From an optimization exercise on the open Yosys and OpenROAD flow, aimed at small area, a short achievable clock period and few clock cycles; shortcuts taken in it are not production practice. Only simulation tests tie the RTL to the original design; equivalence was not proved.

== the reference run ==
## sprite_atlas_decoder
module sprite_atlas_decoder (
    input  wire        clk,
    input  wire        rst_n,
    input  wire        cmd_valid,
    output wire        cmd_ready,
    input  wire [31:0] cmd_data,
    output wire        rsp_valid,
    input  wire        rsp_ready,
    output wire [31:0] rsp_data,
    output wire        fill_valid,
    input  wire        fill_ready,
    output wire [31:0] fill_x,
    output wire [31:0] fill_y,
    output wire [15:0] fill_w,
    output wire [15:0] fill_h,
    output wire [15:0] fill_c
);
    localparam [2:0] ST_OK       = 3'd0;
    localparam [2:0] ST_LENGTH   = 3'd1;
    localparam [2:0] ST_HEX      = 3'd2;
    localparam [2:0] ST_RANGE    = 3'd3;
    localparam [2:0] ST_ILLEGAL  = 3'd4;
    localparam [2:0] ST_CAPACITY = 3'd5;
    localparam [3:0] E_IDLE = 4'd0;    
    localparam [3:0] E_L1   = 4'd1;    
    localparam [3:0] E_L2   = 4'd2;    
    localparam [3:0] E_LW   = 4'd6;    
    localparam [3:0] E_D1   = 4'd4;    
    localparam [3:0] E_D2   = 4'd7;    
    localparam [3:0] E_LCHK = 4'd8;    
    localparam [3:0] E_DRUN = 4'd9;    
    reg [3:0] st;
    reg [15:0] zoom_r, dispw_r, disph_r;
    reg [15:0] fz_r;                     
    reg [17:0] zoom3_r;                  
    reg [15:0] bw_r, bh_r;
    reg [2:0]  grid_r;                   
    reg [2:0]  status_r;
    reg        rsp_v, rsk_v;
    reg [18:0] rsp_d, rsk_d;             
  ...
For scale: roughly 7000 cells after synthesis, ~2700 flip-flops, ~180 I/O pins.
Settings: LEC_CHECK=0, CAP_MARGIN=20, CORE_MARGIN=2, CORE_UTILIZATION=40, CTS_CLUSTER_DIAMETER=80, CTS_CLUSTER_SIZE=25, SLEW_MARGIN=20; clock period 12.0 ns.
standard.sh (not shown) runs the stock make flow with config.mk's settings and CLKGATE_MAP_FILE= SYNTH_SCRIPT=/design/flow/synth_recipe.tcl, a recipe that flattens the netlist after the stock synthesis.
==> flow/flow/run.sh <==
#!/bin/bash
set -euo pipefail
export SETUP_SLACK_MARGIN=8.5
bash standard.sh > standard_sh.log 2>&1
Testbench counts of the reference run, summed over its fixed seeds: cycles 19,116.
--- input diff the reference run..the trial run ---
--- a/flow/design.v
+++ b/flow/design.v
@@ -272,17 +272,16 @@
         .copy(copy_r),
         .rd_quad(qa), .rd_data(atl_q)
     );
     reg [2:0]  dr_wc, dr_hc;     
     reg        dr_fx, dr_fy;
     reg [3:0]  okn;              
     reg        d_empty;          
     reg [22:0] x0;
-    reg [22:0] y0;               
     function [17:0] mulz;
         input [2:0] m;
         case (m)
             3'd1:    mulz = {2'b0, fz_r};
             3'd2:    mulz = {1'b0, fz_r, 1'b0};
             3'd3:    mulz = zoom3_r;
             default: mulz = {fz_r, 2'b0};
         endcase
@@ -376,19 +375,17 @@
     wire [15:0] pk_c;
     palette_color_table_lut u_ct_pix (.index(pk_e), .color(pk_c));
     wire [3:0]  rd_opq = {atl_q[15:12] != 4'd0, atl_q[11:8] != 4'd0,
                           atl_q[7:4] != 4'd0, atl_q[3:0] != 4'd0} | {4{ovr_mask[0]}};
     wire        f_rs    = (fq == 3'd0);
     wire        f_first = f_rs && (fj == 5'd0);
     wire [23:0] xb_s    = {cur_xb, 1'b1} + {{5'd0, fz_r, 2'd0} ^ {23{dr_fx}}, dr_fx};
     wire [22:0] xb_step = xb_s[23:1];
-    wire [23:0] y0x     = {y0[22], y0};
-    wire [23:0] y_base  = f_first ? y0x : cur_y;
-    wire [24:0] y_s     = {y_base, 1'b1} + {{8'd0, fz_r} ^ {24{dr_fy}}, dr_fy};
+    wire [24:0] y_s     = {cur_y, 1'b1} + {{8'd0, fz_r} ^ {24{dr_fy}}, dr_fy};
     wire [23:0] y_step  = y_s[24:1];
     wire d_busy = f_more || pk_has;
     wire d_fin  = (st == E_DRUN) && !d_busy && adv && !rsk_v;
     wire [15:0] atl_q;
     always @(posedge clk) begin
         if (!rst_n) begin
             fv      <= 1'b0;
             cur_rem <= 4'd0;
@@ -401,33 +398,35 @@
                     fy_r <= cur_y;
                     fc_r <= pk_c;
                 end
                 if (cur_take) begin
                     if (f_more) begin
                         cur_rem <= rd_opq;
                         cur_raw <= atl_q;
                         cur_xb  <= f_rs ? x0 : xb_step;
-                        cur_y   <= (f_first && !dr_fy) ? y0x : (f_rs ? y_step : cur_y);
+                        if (f_rs && !(f_first && !dr_fy)) cur_y <= y_step;
                         if (fq == q_last) begin
                             fq <= 3'd0;
                             fj <= fj + 5'd1;
                             if (fj == j_last) f_more <= 1'b0;
                         end else begin
                             fq <= fq + 3'd1;
                         end
                     end else begin
                         cur_rem <= 4'd0;
                     end
                 end else begin
                     cur_rem <= rem_aft;
                 end
             end
             qa <= qa - 6'd4 + ((adv && cur_take && f_more) ?
                                ((fq == q_last) ? q_skip : 6'd1) : 6'd0);
+            if ((st == E_D1) && cmd_fire)
+                cur_y <= {{8{w[31]}}, w[31:16]} + (dr_fy ? {3'b0, mulz(dr_hc[2:0]), 3'd0} : 24'd0);
             if ((st == E_D2) && cmd_fire && !d_err && !d_empty) begin
                 f_more <= 1'b1;
                 qa     <= qa0;
                 fq     <= 3'd0;
                 fj     <= 5'd0;
             end
         end
     end
@@ -562,16 +561,15 @@
                     bw_r     <= ld_bw;
                     bh_r     <= ld_bh;
                     grid_r   <= ld_count[8:6];
                 end
             end
             E_D1: begin
                 if (cmd_fire) begin
                     x0    <= {{7{w[15]}}, w[15:0]} + (dr_fx ? {2'b0, mulz(dr_wc[2:0]), 3'd0} : 23'd0);
-                    y0    <= {{7{w[31]}}, w[31:16]} + (dr_fy ? {2'b0, mulz(dr_hc[2:0]), 3'd0} : 23'd0);
                 end
             end
             default: ;
             endcase
         end
     end
 endmodule
==> notes.md <==
[compare] base=the reference run new=the trial run: final cell utilization of the core lost 0.27 points; worst setup slack shrank by 0.077 ns; path length in cells of the critical path shows an increase of 6; total CTS buffers went down.
From the reference run to the trial run the numbers moved as follows: remaining global-route overflow level; area growth from synthesis to layout fell by 0.50 points.
Testbench counts of the trial run, summed over its fixed seeds: cycles 19,116.

-- what the ideal ports hide --
How much do the figures lean on ideal ports? The routed layouts below were timed once more, with nothing changed but the port constraints. Step 1, drivers: a clkbuf_16 drives clk and a buf_2 each remaining input, both assumed. Step 2, shift: input delay + t, output delay - t, t = (earliest + latest rising clock arrival at the registers) / 2. This alone moves slack from input paths to output paths. Slacks: ideal / step 1 / step 2; pairs: ideal / step 1.
run | t, ns | setup slack, ns | hold WS [ns] | slew at the worst register clock pin (ns) | worst slew at a driven data input, ns
the reference run | 0.914 | 7.942 / 7.910 / 7.062 | 0.329 / 0.329 / 0.329 | 0.10 / 0.10 | 0.06
the trial run | 0.904 | 7.865 / 7.857 / 7.085 | 0.333 / 0.333 / 0.333 | 0.10 / 0.10 | 0.12
After both steps setup and hold are still met in every run listed. The setup slack of the reference run, which loses most, moves by -0.032 ns with the drivers and by -0.880 ns with both steps.
